What follows belongs to an exercise in optimizing a design on an open flow for small area, a short achievable clock period and few clock cycles; a production flow would make more cautious choices. Only simulation tests tie the RTL to the original design; equivalence was not proved. Power is estimated from default activity; no workload was simulated.

--- run.sh ---
#!/bin/bash
# synth_recipe.tcl (not shown) runs the flow's synth.tcl, then flattens the netlist and writes it again
# the make line also repeats each setting of config.mk as NAME=value (left out here)
make -C /OpenROAD-flow-scripts/flow DESIGN_CONFIG=/design/flow/config.mk WORK_HOME=/design/flow/orfs CLKGATE_MAP_FILE= SYNTH_SCRIPT=/design/flow/synth_recipe.tcl finish
--- config.mk ---
export PLATFORM = sky130hd
export DESIGN_NAME = owd_core
export DESIGN_NICKNAME = owd_core
export VERILOG_FILES = /design/flow/design.v
export SDC_FILE = /design/flow/constraint.sdc
export NUM_CORES = 4
export LEC_CHECK = 0
export CAP_MARGIN = 20
export CORE_MARGIN = 2
export CORE_UTILIZATION = 40
export SLEW_MARGIN = 20
--- constraint.sdc ---
create_clock -name core_clock -period 12.0 [get_ports {clk}]
set_input_delay 2.4000 -clock core_clock [delete_from_list [all_inputs] [get_ports {clk}]]
set_output_delay 2.4000 -clock core_clock [all_outputs]
set_load 0.01 [all_outputs]
--- design.v ---
module owd_core (
    input              clk,
    input              rst,
    input              start,
    input              cancel,
    input      [31:0]  sample_rate_hz,
    input              force_overdrive,
    input              channel_valid,
    input      [7:0]   channel,
    output reg         cur_valid,
    output reg [1:0]   cur_cmd,
    output reg [31:0]  cur_n,
    input              cur_ack,
    input      [63:0]  cur_sample,
    input              cur_level,
    input              cur_eos,
    output             snk_valid,
    output     [180:0] snk_data,
    output             idle,
    output             busy,
    output             halted,
    output reg [1:0]   halt_reason,
    output     [7:0]   chan
);
    localparam [31:0] MIN_SAMPLE_RATE_HZ = 32'd2000000;
    localparam [21:0] ONE_E6             = 22'd1000000;
    localparam [21:0] TWO_E6             = 22'd2000000;
    localparam [1:0] CMD_QUERY = 2'd0, CMD_ADV_EDGE = 2'd1, CMD_PEEK_EDGE = 2'd2, CMD_ADV_BY = 2'd3;
    localparam [1:0] REC_FRAME = 2'd0, REC_COMMIT = 2'd1, REC_MARKER = 2'd2, REC_PROGRESS = 2'd3;
    localparam [2:0] MK_INVALID = 3'd0, MK_START = 3'd1, MK_DOWNARROW = 3'd2, MK_ZERO = 3'd3,
                     MK_ONE = 3'd4;
    localparam [1:0] LAYER_UNKNOWN = 2'd0, LAYER_DATA = 2'd1, LAYER_COMMAND = 2'd2,
                     LAYER_CRC = 2'd3;
    localparam [1:0] HR_NONE = 2'd0, HR_CANCELLED = 2'd1, HR_EOS = 2'd2, HR_CONFIG = 2'd3;
    localparam [4:0] S_IDLE = 5'd0,  S_HALT = 5'd1,  S_CFGE = 5'd2,  S_Q   = 5'd3,
                     S_M0   = 5'd4,  S_M1   = 5'd5,  S_M2   = 5'd6,  S_GAPF = 5'd7,
                     S_DISP = 5'd8,  S_RA   = 5'd9,  S_B    = 5'd10, S_C1  = 5'd11,
                     S_C2   = 5'd12, S_FR   = 5'd13, S_PR   = 5'd14, S_CX  = 5'd15,
                     S_FIX  = 5'd16, S_EFIX = 5'd17;
    localparam [1:0] PK_RISE = 2'd0, PK_CHK = 2'd1, PK_SP = 2'd2;
    reg [4:0]  ph;
    reg [7:0]  cfg_chan;
    reg [63:0] rise, fall, field_start;
    reg [47:0] acc;
    reg [5:0]  bits;
    reg [1:0]  layer;
    reg        unk;         
    reg        defer;       
    reg        warn;
    reg [23:0] hw;          
    reg        hacc;        
    reg        lvl;         
    reg        lazy;        
    reg [1:0]  pk;
    reg        ra_rec;
    reg        fr_done;
    reg        c_rst, c_warn, c_gtchk, c_gtsp;
    reg [15:0] t10;
    reg [15:0] t15;
    reg [16:0] t30;
    reg [17:0] t40;
    reg [18:0] t88;
    reg [20:0] t380;
    reg [20:0] t480;
    reg [22:0] t1000;
    reg [5:0]  tstep;
    reg [12:0] tQ;
    reg [19:0] tR;
    reg [22:0] tq;
    reg [19:0] trem;
    reg        rv;
    reg [1:0]  rtype;
    reg [1:0]  rbase;       
    reg [1:0]  roff;        
    reg [2:0]  rmk;
    reg        rfd;         
    reg        rfr;         
    assign idle   = (ph == S_IDLE);
    assign halted = (ph == S_HALT);
    assign busy   = !idle && !halted;
    assign chan   = cfg_chan;
    wire thr_ready = (tstep == 6'd49);
    reg        te_div, te_first, te_b;
    reg [3:0]  te_wr;       
    always @(*) begin
        te_div = 1'b0; te_first = 1'b0; te_b = 1'b0; te_wr = 4'd0;
        case (tstep)
            6'd0, 6'd1, 6'd2, 6'd3, 6'd4, 6'd5, 6'd6, 6'd7, 6'd8, 6'd9, 6'd10, 6'd11:
                te_div = 1'b1;
            6'd12: begin te_div = 1'b1; te_wr = 4'd1; end
            6'd13: begin te_first = 1'b1; te_b = 1'b1; end
            6'd14: te_b = 1'b1;
            6'd15: begin te_b = 1'b1; te_wr = 4'd3; end
            6'd16: te_wr = 4'd4;
            6'd17, 6'd18, 6'd19: ;
            6'd20: te_wr = 4'd8;
            6'd21: te_first = 1'b1;
            6'd22: te_b = 1'b1;
            6'd23: te_wr = 4'd2;
            6'd24: ;
            6'd25: te_wr = 4'd5;
            6'd26: te_first = 1'b1;
            6'd27, 6'd28: te_b = 1'b1;
            6'd29, 6'd30: ;
            6'd31: te_wr = 4'd6;
            6'd32: te_first = 1'b1;
            6'd33, 6'd34, 6'd35, 6'd36, 6'd37: te_b = 1'b1;
            6'd38: ;
            6'd39: te_wr = 4'd7;
            6'd40: begin te_first = 1'b1; te_b = 1'b1; end
            6'd41, 6'd42, 6'd43: te_b = 1'b1;
            6'd44: ;
            6'd45: te_b = 1'b1;
            6'd46, 6'd47: ;
            6'd48: te_wr = 4'd9;
            default: ;
        endcase
    end
    wire [3:0]  te_bitidx = 4'd12 - tstep[3:0];
    wire        te_ratebit = sample_rate_hz[te_bitidx];
    wire [19:0] te_sr = te_first ? tR : trem;
    wire [22:0] te_sq = te_first ? {10'd0, tQ} : tq;
    wire [21:0] te_t  = {1'b0, te_sr, 1'b0} +
                        (te_div ? {21'd0, te_ratebit} : (te_b ? {2'd0, tR} : 22'd0));
    wire        te_c2 = (te_t >= TWO_E6);
    wire        te_c1 = (te_t >= ONE_E6);
    wire [21:0] te_rn = te_c2 ? (te_t - TWO_E6) : te_c1 ? (te_t - ONE_E6) : te_t;
    wire [1:0]  te_c  = te_c2 ? 2'd2 : te_c1 ? 2'd1 : 2'd0;
    wire [22:0] te_qn = {te_sq[21:0], 1'b0} + ((!te_div && te_b) ? {10'd0, tQ} : 23'd0) +
                        {21'd0, te_c};
    function [23:0] sat24;
        input [63:0] v;
        sat24 = (v[63:24] != 40'd0) ? 24'hFFFFFF : v[23:0];
    endfunction
    wire [63:0] hsub_base = hacc ? fall : rise;
    wire [23:0] hdiff     = sat24(cur_sample - hsub_base);
    wire [24:0] hsum      = {1'b0, hw} + {1'b0, hdiff};
    wire [23:0] hw_next   = hacc ? (hsum[24] ? 24'hFFFFFF : hsum[23:0]) : hdiff;
    wire [23:0] d = sat24(cur_sample - fall);
    wire x_gh     = !defer && (hw < {8'd0, t10});
    wire x_gl     = !defer && (d < {8'd0, t10});
    wire x_std    = (d > {3'd0, t380});
    wire x_ovd    = force_overdrive && (d > {6'd0, t40}) && (d < {5'd0, t88});
    wire x_rst    = x_std || x_ovd;
    wire x_warn   = x_std && (d < {3'd0, t480});
    wire x_gtchk  = (d > {8'd0, t15});
    wire x_gtsp   = (d > {7'd0, t30});
    wire hw_gap   = (hw > {1'd0, t1000});
    reg [5:0] layer_width;
    always @(*) begin
        case (layer)
            LAYER_DATA:    layer_width = 6'd16;
            LAYER_COMMAND: layer_width = 6'd48;
            default:       layer_width = 6'd8;
        endcase
    end
    wire [5:0] bits_inc = bits + 6'd1;
    wire       asm_full = (bits_inc == layer_width);
    always @(*) begin
        cur_valid = 1'b0;
        cur_cmd   = CMD_ADV_EDGE;
        cur_n     = 32'd0;
        case (ph)
            S_Q:    begin cur_valid = 1'b1; cur_cmd = CMD_QUERY; end
            S_M0, S_M1, S_RA: cur_valid = 1'b1;
            S_M2:   begin cur_valid = thr_ready; cur_cmd = CMD_PEEK_EDGE; end
            S_B, S_FIX: begin cur_valid = 1'b1; cur_cmd = CMD_ADV_BY; cur_n = {15'd0, t30}; end
            S_C1, S_EFIX: begin cur_valid = 1'b1; cur_cmd = CMD_ADV_BY; cur_n = {16'd0, t15}; end
            S_C2:   begin cur_valid = 1'b1; cur_cmd = CMD_ADV_BY; cur_n = {15'd0, t30} - {16'd0, t15}; end
            default: ;
        endcase
    end
    wire ack = cur_valid && cur_ack;
    wire [63:0] s_base = (rbase == 2'd1) ? rise : (rbase == 2'd2) ? field_start : fall;
    wire [63:0] s_off  = (roff == 2'd1) ? {48'd0, t15} : (roff == 2'd2) ? {47'd0, t30} : 64'd0;
    wire [63:0] s_samp = s_base + s_off;
    wire        r_frame  = (rtype == REC_FRAME);
    wire        r_marker = (rtype == REC_MARKER);
    wire        r_commit = (rtype == REC_COMMIT);
    assign snk_valid        = rv;
    assign snk_data[1:0]    = rtype;
    assign snk_data[65:2]   = r_commit ? 64'd0 : s_samp;
    assign snk_data[68:66]  = r_marker ? rmk : r_frame ? rise[2:0] : 3'd0;
    assign snk_data[129:69] = r_frame ? rise[63:3] : 61'd0;
    assign snk_data[131:130] = rfd ? layer : 2'd0;
    assign snk_data[179:132] = rfd ? acc : 48'd0;
    assign snk_data[180]    = rfr & warn;
    wire f_rst   = (ph == S_DISP) ? c_rst   : x_rst;
    wire f_warn  = (ph == S_DISP) ? c_warn  : x_warn;
    wire f_gtchk = (ph == S_DISP) ? c_gtchk : x_gtchk;
    wire f_gtsp  = (ph == S_DISP) ? c_gtsp  : x_gtsp;
    wire m2_ok    = (ph == S_M2) && ack && !cur_eos;
    wire m2_pass  = m2_ok && !x_gh && !x_gl;
    wire do_disp  = (m2_pass && !unk) || (ph == S_DISP);
    wire bit_lazy = do_disp && !f_rst && f_gtsp;
    wire bit_by   = ((ph == S_B) || (ph == S_C2)) && ack && !cur_eos;
    wire do_asm   = bit_lazy || bit_by;
    wire bit_val  = bit_by ? cur_level : 1'b0;
    always @(posedge clk) begin
        if (rst) begin
            ph          <= S_IDLE;
            halt_reason <= HR_NONE;
            cfg_chan    <= 8'd0;
            rise        <= 64'd0;
            fall        <= 64'd0;
            field_start <= 64'd0;
            acc         <= 48'd0;
            bits        <= 6'd0;
            layer       <= LAYER_UNKNOWN;
            unk         <= 1'b1;
            defer       <= 1'b0;
            warn        <= 1'b0;
            hw          <= 24'd0;
            hacc        <= 1'b0;
            lvl         <= 1'b0;
            lazy        <= 1'b0;
            pk          <= PK_RISE;
            ra_rec      <= 1'b0;
            fr_done     <= 1'b0;
            c_rst       <= 1'b0;
            c_warn      <= 1'b0;
            c_gtchk     <= 1'b0;
            c_gtsp      <= 1'b0;
            t10         <= 16'd0;
            t15         <= 16'd0;
            t30         <= 17'd0;
            t40         <= 18'd0;
            t88         <= 19'd0;
            t380        <= 21'd0;
            t480        <= 21'd0;
            t1000       <= 23'd0;
            tstep       <= 6'd49;
            tQ          <= 13'd0;
            tR          <= 20'd0;
            tq          <= 23'd0;
            trem        <= 20'd0;
            rv          <= 1'b0;
            rtype       <= REC_FRAME;
            rbase       <= 2'd0;
            roff        <= 2'd0;
            rmk         <= MK_INVALID;
            rfd         <= 1'b0;
            rfr         <= 1'b0;
        end else begin
            rv  <= 1'b0;
            rfd <= 1'b0;
            rfr <= 1'b0;
            if (!thr_ready) begin
                tstep <= tstep + 6'd1;
                tq    <= te_qn;
                trem  <= te_rn[19:0];
                case (te_wr)
                    4'd1: begin tQ <= te_qn[12:0]; tR <= te_rn[19:0]; end
                    4'd2: t10   <= te_qn[15:0];
                    4'd3: t15   <= te_qn[15:0];
                    4'd4: t30   <= te_qn[16:0];
                    4'd5: t40   <= te_qn[17:0];
                    4'd6: t88   <= te_qn[18:0];
                    4'd7: t380  <= te_qn[20:0];
                    4'd8: t480  <= te_qn[20:0];
                    4'd9: t1000 <= te_qn[22:0];
                    default: ;
                endcase
            end
            if (ack && cur_eos) begin
                if (ph == S_B) begin
                    ph <= S_EFIX;
                end else begin
                    halt_reason <= HR_EOS;
                    ph          <= S_HALT;
                end
            end else begin
                case (ph)
                    S_IDLE: begin
                        if (start) begin
                            if (sample_rate_hz < MIN_SAMPLE_RATE_HZ || !channel_valid) begin
                                halt_reason <= HR_CONFIG;
                                ph          <= S_CFGE;
                            end else begin
                                cfg_chan    <= channel;
                                halt_reason <= HR_NONE;
                                layer       <= LAYER_UNKNOWN;
                                bits        <= 6'd0;
                                acc         <= 48'd0;
                                unk         <= 1'b1;
                                defer       <= 1'b0;
                                hacc        <= 1'b0;
                                lazy        <= 1'b0;
                                fr_done     <= 1'b0;
                                tstep       <= 6'd0;
                                tq          <= 23'd0;
                                trem        <= sample_rate_hz[31:13];
                                ph          <= S_Q;
                            end
                        end
                    end
                    S_CFGE: ph <= S_HALT;
                    S_Q: if (ack) begin
                        rise <= cur_sample;
                        lvl  <= cur_level;
                        ph   <= cur_level ? S_M1 : S_M0;
                    end
                    S_M0: if (ack) begin
                        rise <= cur_sample;
                        lazy <= 1'b0;
                        ph   <= S_M1;
                    end
                    S_M1: if (ack) begin
                        fall <= cur_sample;
                        hw   <= hw_next;
                        hacc <= 1'b0;
                        ph   <= S_M2;
                    end
                    S_M2: if (ack) begin
                        rise <= cur_sample;
                        if (x_gh || x_gl) begin
                            rv    <= 1'b1;
                            rtype <= REC_MARKER;
                            rbase <= 2'd0;
                            roff  <= 2'd0;
                            rmk   <= MK_INVALID;
                            hacc  <= !x_gh;
                            ph    <= S_M0;
                        end else begin
                            defer   <= 1'b0;
                            c_rst   <= x_rst;
                            c_warn  <= x_warn;
                            c_gtchk <= x_gtchk;
                            c_gtsp  <= x_gtsp;
                            if (unk) begin
                                rv    <= 1'b1;
                                rtype <= REC_MARKER;
                                rbase <= 2'd0;
                                roff  <= 2'd0;
                                rmk   <= hw_gap ? MK_START : MK_DOWNARROW;
                                ph    <= hw_gap ? S_GAPF : S_DISP;
                            end
                        end
                    end
                    S_GAPF: begin
                        rv    <= 1'b1;
                        rtype <= REC_COMMIT;
                        layer <= LAYER_DATA;
                        bits  <= 6'd0;
                        acc   <= 48'd0;
                        unk   <= 1'b0;
                        ph    <= S_DISP;
                    end
                    S_RA: begin
                        if (ra_rec) begin
                            rv     <= 1'b1;
                            rtype  <= REC_FRAME;
                            rbase  <= 2'd0;
                            roff   <= 2'd0;
                            rfr    <= 1'b1;
                            ra_rec <= 1'b0;
                        end
                        if (ack) begin
                            lvl  <= 1'b1;
                            pk   <= PK_RISE;
                            ph   <= S_PR;
                        end
                    end
                    S_C1: if (ack) begin
                        if (cur_level) begin
                            rv    <= 1'b1;
                            rtype <= REC_MARKER;
                            rbase <= 2'd0;
                            roff  <= 2'd1;
                            rmk   <= MK_INVALID;
                            lvl   <= 1'b1;
                            pk    <= PK_CHK;
                            ph    <= S_PR;
                        end else begin
                            ph <= S_C2;
                        end
                    end
                    S_FR: begin
                        rv      <= 1'b1;
                        rtype   <= REC_FRAME;
                        rbase   <= 2'd2;
                        roff    <= 2'd0;
                        rfd     <= 1'b1;
                        fr_done <= 1'b1;
                        ph      <= S_PR;
                    end
                    S_PR: begin
                        rv    <= 1'b1;
                        rtype <= REC_PROGRESS;
                        rbase <= (pk == PK_RISE) ? 2'd1 : 2'd0;
                        roff  <= (pk == PK_RISE) ? 2'd0 : (pk == PK_CHK) ? 2'd1 : 2'd2;
                        if (fr_done) begin
                            fr_done <= 1'b0;
                            bits    <= 6'd0;
                            acc     <= 48'd0;
                            layer   <= (layer == LAYER_DATA) ? LAYER_COMMAND : LAYER_CRC;
                        end
                        if (cancel)
                            ph <= lazy ? S_FIX : S_CX;
                        else
                            ph <= lvl ? S_M1 : S_M0;
                    end
                    S_CX: begin
                        halt_reason <= HR_CANCELLED;
                        ph          <= S_HALT;
                    end
                    S_FIX: if (ack) begin
                        halt_reason <= HR_CANCELLED;
                        ph          <= S_HALT;
                    end
                    S_EFIX: if (ack) begin
                        halt_reason <= HR_EOS;
                        ph          <= S_HALT;
                    end
                    default: ;  
                endcase
                if (do_disp) begin
                    if (f_rst) begin
                        rv     <= 1'b1;
                        rtype  <= REC_COMMIT;
                        warn   <= f_warn;
                        layer  <= LAYER_DATA;
                        bits   <= 6'd0;
                        acc    <= 48'd0;
                        unk    <= 1'b0;
                        defer  <= 1'b1;
                        ra_rec <= 1'b1;
                        ph     <= S_RA;
                    end else if (f_gtsp) begin
                        rv    <= 1'b1;
                        rtype <= REC_MARKER;
                        rbase <= 2'd0;
                        roff  <= 2'd2;
                        rmk   <= MK_ZERO;
                        lvl   <= 1'b0;
                        pk    <= PK_SP;
                        lazy  <= 1'b1;
                    end else if (f_gtchk) begin
                        ph <= S_B;
                    end else begin
                        ph <= S_C1;
                    end
                end
                if (bit_by) begin
                    rv    <= 1'b1;
                    rtype <= REC_MARKER;
                    rbase <= 2'd0;
                    roff  <= 2'd2;
                    rmk   <= cur_level ? MK_ONE : MK_ZERO;
                    lvl   <= cur_level;
                    pk    <= PK_SP;
                end
                if (do_asm) begin
                    if (layer == LAYER_UNKNOWN) begin
                        ph <= S_PR;
                    end else begin
                        if (bits == 6'd0)
                            field_start <= fall;
                        if (bit_val)
                            acc[bits] <= 1'b1;
                        bits <= bits_inc;
                        ph   <= asm_full ? S_FR : S_PR;
                    end
                end
            end
        end
    end
endmodule
==> run notes <==
# TYPE chip_impl_metric gauge
chip_impl_metric{name="critical_path.n_buffers_inverters",unit=""} 3
chip_impl_metric{name="final_period_minus_worst_setup_slack",unit="ps"} 11050
chip_impl_metric{name="final_hold_viol_count",unit=""} 0
chip_impl_metric{name="cp_data_required_time",unit="ps"} 12580
chip_impl_metric{name="postSynthNetCount",unit=""} 6988
chip_impl_metric{name="cts_hold_repair.buffers",unit=""} 0
chip_impl_metric{name="synth-simple-area-share",unit=""} 0.255
chip_impl_metric{name="net-switching-power",unit="mW"} 2.19
chip_impl_metric{name="fmaxAchievable",unit="MHz"} 90.5
chip_impl_metric{name="final-setup-viol-count",unit=""} 0
chip_impl_metric{name="design_power_total",unit="mW"} 6.07
chip_impl_metric{name="first_global_vias",unit=""} 46141
chip_impl_info{name="rsz0062_at_grt",value="no"} 1
chip_impl_metric{name="switching_share_of_total_power",unit=""} 0.361
chip_impl_metric{name="drive_above_1_share",unit=""} 0.0562
chip_impl_metric{name="post_synth_edffs",unit=""} 0
chip_impl_metric{name="count_of_nets_left_with_antenna_violations_after_detail_routing",unit=""} 0
chip_impl_metric{name="detailroute.via_count",unit=""} 49505
chip_impl_metric{name="critPathArrivalTime",unit="ps"} 11630
chip_impl_info{name="clockRootBuffer",value="sky130_fd_sc_hd__clkbuf_16"} 1
chip_impl_metric{name="timing_worst_slew_pin_value",unit="ps"} 1180
chip_impl_info{name="synth_ff_type",value="sky130_fd_sc_hd__dfxtp_1"} 1
chip_impl_metric{name="die_x",unit="um"} 346
chip_impl_metric{name="place.port_buffers",unit=""} 342
chip_impl_metric{name="timing.reg2reg.setup_slack",unit="ps"} 1830
chip_impl_metric{name="power.leakage",unit="nW"} 19.2
chip_impl_metric{name="finalWeightedCongestion",unit=""} 1.03
chip_impl_metric{name="place_hpwl",unit="um"} 146000
chip_impl_info{name="min_path_type",value="reg -> reg"} 1
chip_impl_metric{name="floorplan.die_area",unit="um^2"} 120000
chip_impl_metric{name="power_per_cell_area",unit="nW/um^2"} 112
chip_impl_metric{name="p_clk_frac",unit=""} 0.382
chip_impl_metric{name="p_int",unit="mW"} 3.88
chip_impl_metric{name="post-place-ws",unit="ps"} 378
chip_impl_metric{name="synth_adder_area_share",unit=""} 0.113
chip_impl_metric{name="cts_setup_buffers",unit=""} 0
chip_impl_metric{name="floorplan_row_count",unit=""} 125
chip_impl_info{name="critPathCaptureType",value="register"} 1
chip_impl_metric{name="hold-path-cell-count",unit=""} 2
chip_impl_metric{name="wl_cell",unit="um"} 23.7
chip_impl_metric{name="grt.overflow.total",unit=""} 0
chip_impl_metric{name="critPathMaxStageDelay",unit="ps"} 660
chip_impl_info{name="hold_path_end",value="tq[12]"} 1
chip_impl_metric{name="fin_tns_setup",unit="ps"} 0
chip_impl_metric{name="yosysSeqAreaShare",unit=""} 0.236
chip_impl_metric{name="initial_antenna_violation_count",unit=""} 10
chip_impl_metric{name="setup_slack",unit="ps"} 955
chip_impl_info{name="combinational_family_with_the_most_area_after_synthesis",value="simple AND/OR/NAND/NOR gates"} 1
chip_impl_metric{name="drt_iter0_drc",unit=""} 5082
chip_impl_metric{name="pre_repair_dr_iteration_count",unit=""} 8
chip_impl_metric{name="avgViaCountPerCell",unit=""} 6.06
chip_impl_metric{name="syn_avg_cell_area",unit="um^2"} 7.26
chip_impl_metric{name="nNetsFinal",unit=""} 7119
chip_impl_metric{name="cts_inserted_buffers",unit=""} 70
chip_impl_info{name="timing.critical_path.from_type",value="input pin"} 1
chip_impl_metric{name="wire_length_of_the_first_global_routing_pass",unit="um"} 290000
chip_impl_metric{name="finClkSkew",unit="ps"} 51.0
chip_impl_info{name="cpLargestDelayFamily",value="simple AND/OR/NAND/NOR gates"} 1
chip_impl_metric{name="synthesis.yosys.warnings",unit=""} 1
chip_impl_metric{name="clock_sink_count",unit=""} 552
chip_impl_info{name="critical-path-slowest-cell",value="sky130_fd_sc_hd__ha_1"} 1
chip_impl_info{name="run_status",value="finished clean"} 1
chip_impl_metric{name="post_synth_xor_area_fraction",unit=""} 0.0377
chip_impl_metric{name="core_area",unit="um^2"} 116000
chip_impl_metric{name="final_design_area_no_fill",unit="um^2"} 54300
chip_impl_metric{name="synth-async-reset-ratio",unit=""} 0
chip_impl_metric{name="post_dp_cell_area",unit="um^2"} 51800
chip_impl_metric{name="worstPathMaxFanout",unit=""} 38
chip_impl_metric{name="floorplan.die.height",unit="um"} 346
chip_impl_metric{name="ys_types",unit=""} 102
chip_impl_metric{name="drt-total-wl",unit="um"} 193000
chip_impl_info{name="crit_path_frequent_cell",value="sky130_fd_sc_hd__nor4_1"} 1
chip_impl_metric{name="cts.htree.levels",unit=""} 3
chip_impl_metric{name="final.period_utilization",unit=""} 0.920
chip_impl_info{name="clock_tree_from_tritoncts",value="yes"} 1
chip_impl_metric{name="comb_power_share",unit=""} 0.292
chip_impl_info{name="r2r_endpoint",value="t15[15]"} 1
chip_impl_metric{name="clk_latency",unit="ps"} 690
chip_impl_metric{name="synth.mux.area_fraction",unit=""} 0.0494
chip_impl_metric{name="relative_contribution_of_sequential_cells_to_total_power",unit=""} 0.326
chip_impl_metric{name="global_route.usage.total",unit=""} 0.309
chip_impl_metric{name="maxSlewViolCount",unit=""} 0
chip_impl_metric{name="synthCells",unit=""} 6457
chip_impl_metric{name="cap_viol_max_count",unit=""} 0
chip_impl_metric{name="number_of_gates_given_a_new_drive_strength_after_cts",unit=""} 0
chip_impl_info{name="critPathKind",value="in -> reg"} 1
chip_impl_metric{name="clk_pin_slew",unit="ps"} 60
chip_impl_metric{name="synthesized_area_fraction_occupied_by_ao_oa_aoi_and_oai_cells",unit=""} 0.247
chip_impl_metric{name="synth_seq_cells",unit=""} 552
chip_impl_info{name="worst_hold_startpoint",value="tq[12]"} 1
chip_impl_metric{name="design.portCount",unit=""} 343
chip_impl_metric{name="worst_r2r_path_depth",unit=""} 31
chip_impl_metric{name="holdWs",unit="ps"} 447
chip_impl_metric{name="layout-area-overhead-vs-synth",unit="%"} 15.8
chip_impl_metric{name="vdd_ir_drop_max",unit="mV"} 0.103
chip_impl_metric{name="footprint_of_the_multi_input_gates",unit="um^2"} 33100
chip_impl_info{name="layout_common_cells",value="sky130_fd_sc_hd__nand2_1, sky130_fd_sc_hd__a21oi_1, sky130_fd_sc_hd__dfxtp_1"} 1
chip_impl_metric{name="drcViolationCount",unit=""} 0
chip_impl_metric{name="cts.path.max_buffers",unit=""} 3
chip_impl_info{name="regToRegStartpoint",value="te_first"} 1
chip_impl_metric{name="max-slew-margin-rel",unit=""} 0.206
chip_impl_info{name="layout_commonest_cell",value="sky130_fd_sc_hd__nand2_1"} 1
chip_impl_metric{name="fill_cells",unit=""} 11737
chip_impl_metric{name="mappedNetlistArea",unit="um^2"} 46900
chip_impl_metric{name="final-seq-area",unit="um^2"} 11100
chip_impl_metric{name="grt_max_degree",unit=""} 130
chip_impl_metric{name="start_util",unit=""} 0.403
## worst max-delay path by stage
stage,startpoint,endpoint,slack (ps),depth (start not counted)
2_1_floorplan,cur_sample[45],bits[1],2640,33
3_3_place_gp,cur_sample[43],acc[43],570,31
3_5_place_dp,cur_sample[43],acc[43],380,31
4_1_cts,cur_sample[43],acc[43],1080,31
5_1_grt,cur_sample[43],pk[0],510,30
6_report,cur_sample[43],acc[43],950,31
## synth_stat cells (all sizes together), types with 60 or more instances
library cell | number | share of area
dfxtp | 552 | 0.24
mux2i | 176 | 0.038
xor2 | 75 | 0.014
nand2b | 85 | 0.011
nor2 | 457 | 0.037
inv | 339 | 0.027
nand4 | 141 | 0.019
nor3 | 139 | 0.015
a21oi | 728 | 0.078
ha | 410 | 0.11
and3 | 60 | 0.0080
nand3 | 135 | 0.014
nand2 | 951 | 0.076
a21o | 117 | 0.019
buf | 79 | 0.0088
o31ai | 93 | 0.015
o21ai | 292 | 0.031
nor4 | 85 | 0.011
a211oi | 121 | 0.020
clkbuf | 326 | 0.026
xnor2 | 127 | 0.024
and2 | 183 | 0.024
## metrics by stage
step / instances / utilization
after global routing: 8165 / 0.467
after floorplan: 6457 / -
after detailed placement: 8040 / 0.446
after CTS: 8163 / 0.467
final: 8167 / 0.467
after global placement: 8040 / 0.446
## worst reg2reg max path: cells and delay by family (launching register included)
kind	cells	cell delay, ps
buf+inv	3	1070
flops	1	900
simple gates	6	1310
mux	1	390
compound gates	17	4830
fa+ha+maj	4	1590
## power groups by stage
stage	Combinational (mW)	Sequential, mW	Clock, mW
floorplan	1.16	1.99	0
global placement	1.73	2.01	0
detailed placement	1.73	2.02	0
CTS	1.74	1.98	2.35
global route	1.91	1.99	2.42
finish	1.77	1.98	2.32
## layout make-up
class	count	area share
Antenna cell	4	0.000184
Clock buffer	95	0.0362
Clock inverter	28	0.00936
Inverter	342	0.0237
Multi-Input combinational cell	5158	0.609
Sequential cell	552	0.204
Tap cell	1524	0.0351
Timing Repair Buffer	464	0.0824
## state kept, by name, summed over array words and instances (netlist names), 22 cells and up
name / cells
field_start: 64
fall: 64
acc: 48
tq: 22
hw: 24
t1000: 23
rise: 64
## cell families after synthesis
family                     count (synthesis)
AOI/OAI and AO/OA                       1831
xor gates and xnor gates                 202
adders and majority gates                419
buffers and inverters                    747
DFF                                      552
muxes                                    221
and+or+nand+nor                         2485
## layer usage
layer,GRT usage,routed length (um),vias to the layer above
met4,0.112,7660,6
li1,-,-,23403
met5,0,43,-
met1,0.412,82500,23655
met2,0.487,85400,2094
met3,0.0699,17700,347
Testbench counts, summed over its fixed seeds: cycles 58,992.

==> port drivers added, routing unchanged <==
Ports are ideal in the flow. The routed layout listed here was re-timed in OpenROAD.
Step 1 assumes that a clkbuf_16 drives the clock port and a buf_2 every other input.
Step 2 also shifts input and output timing later by t, the mid clock arrival at the registers, as if the neighbouring blocks saw the same clock.
Slacks: no drivers / after step 1 / after step 2; pairs: no drivers / after step 1.
t (ns): 0.738
setup WS [ns]: 0.955 / 1.004 / 0.266
worst setup path after step 2: input to register
clock arrival spread, ns: 0.051 / 0.051
After both steps this run still meets setup and hold. For this run, drivers alone change the setup slack by +0.049 ns; drivers and shift together by -0.689 ns.
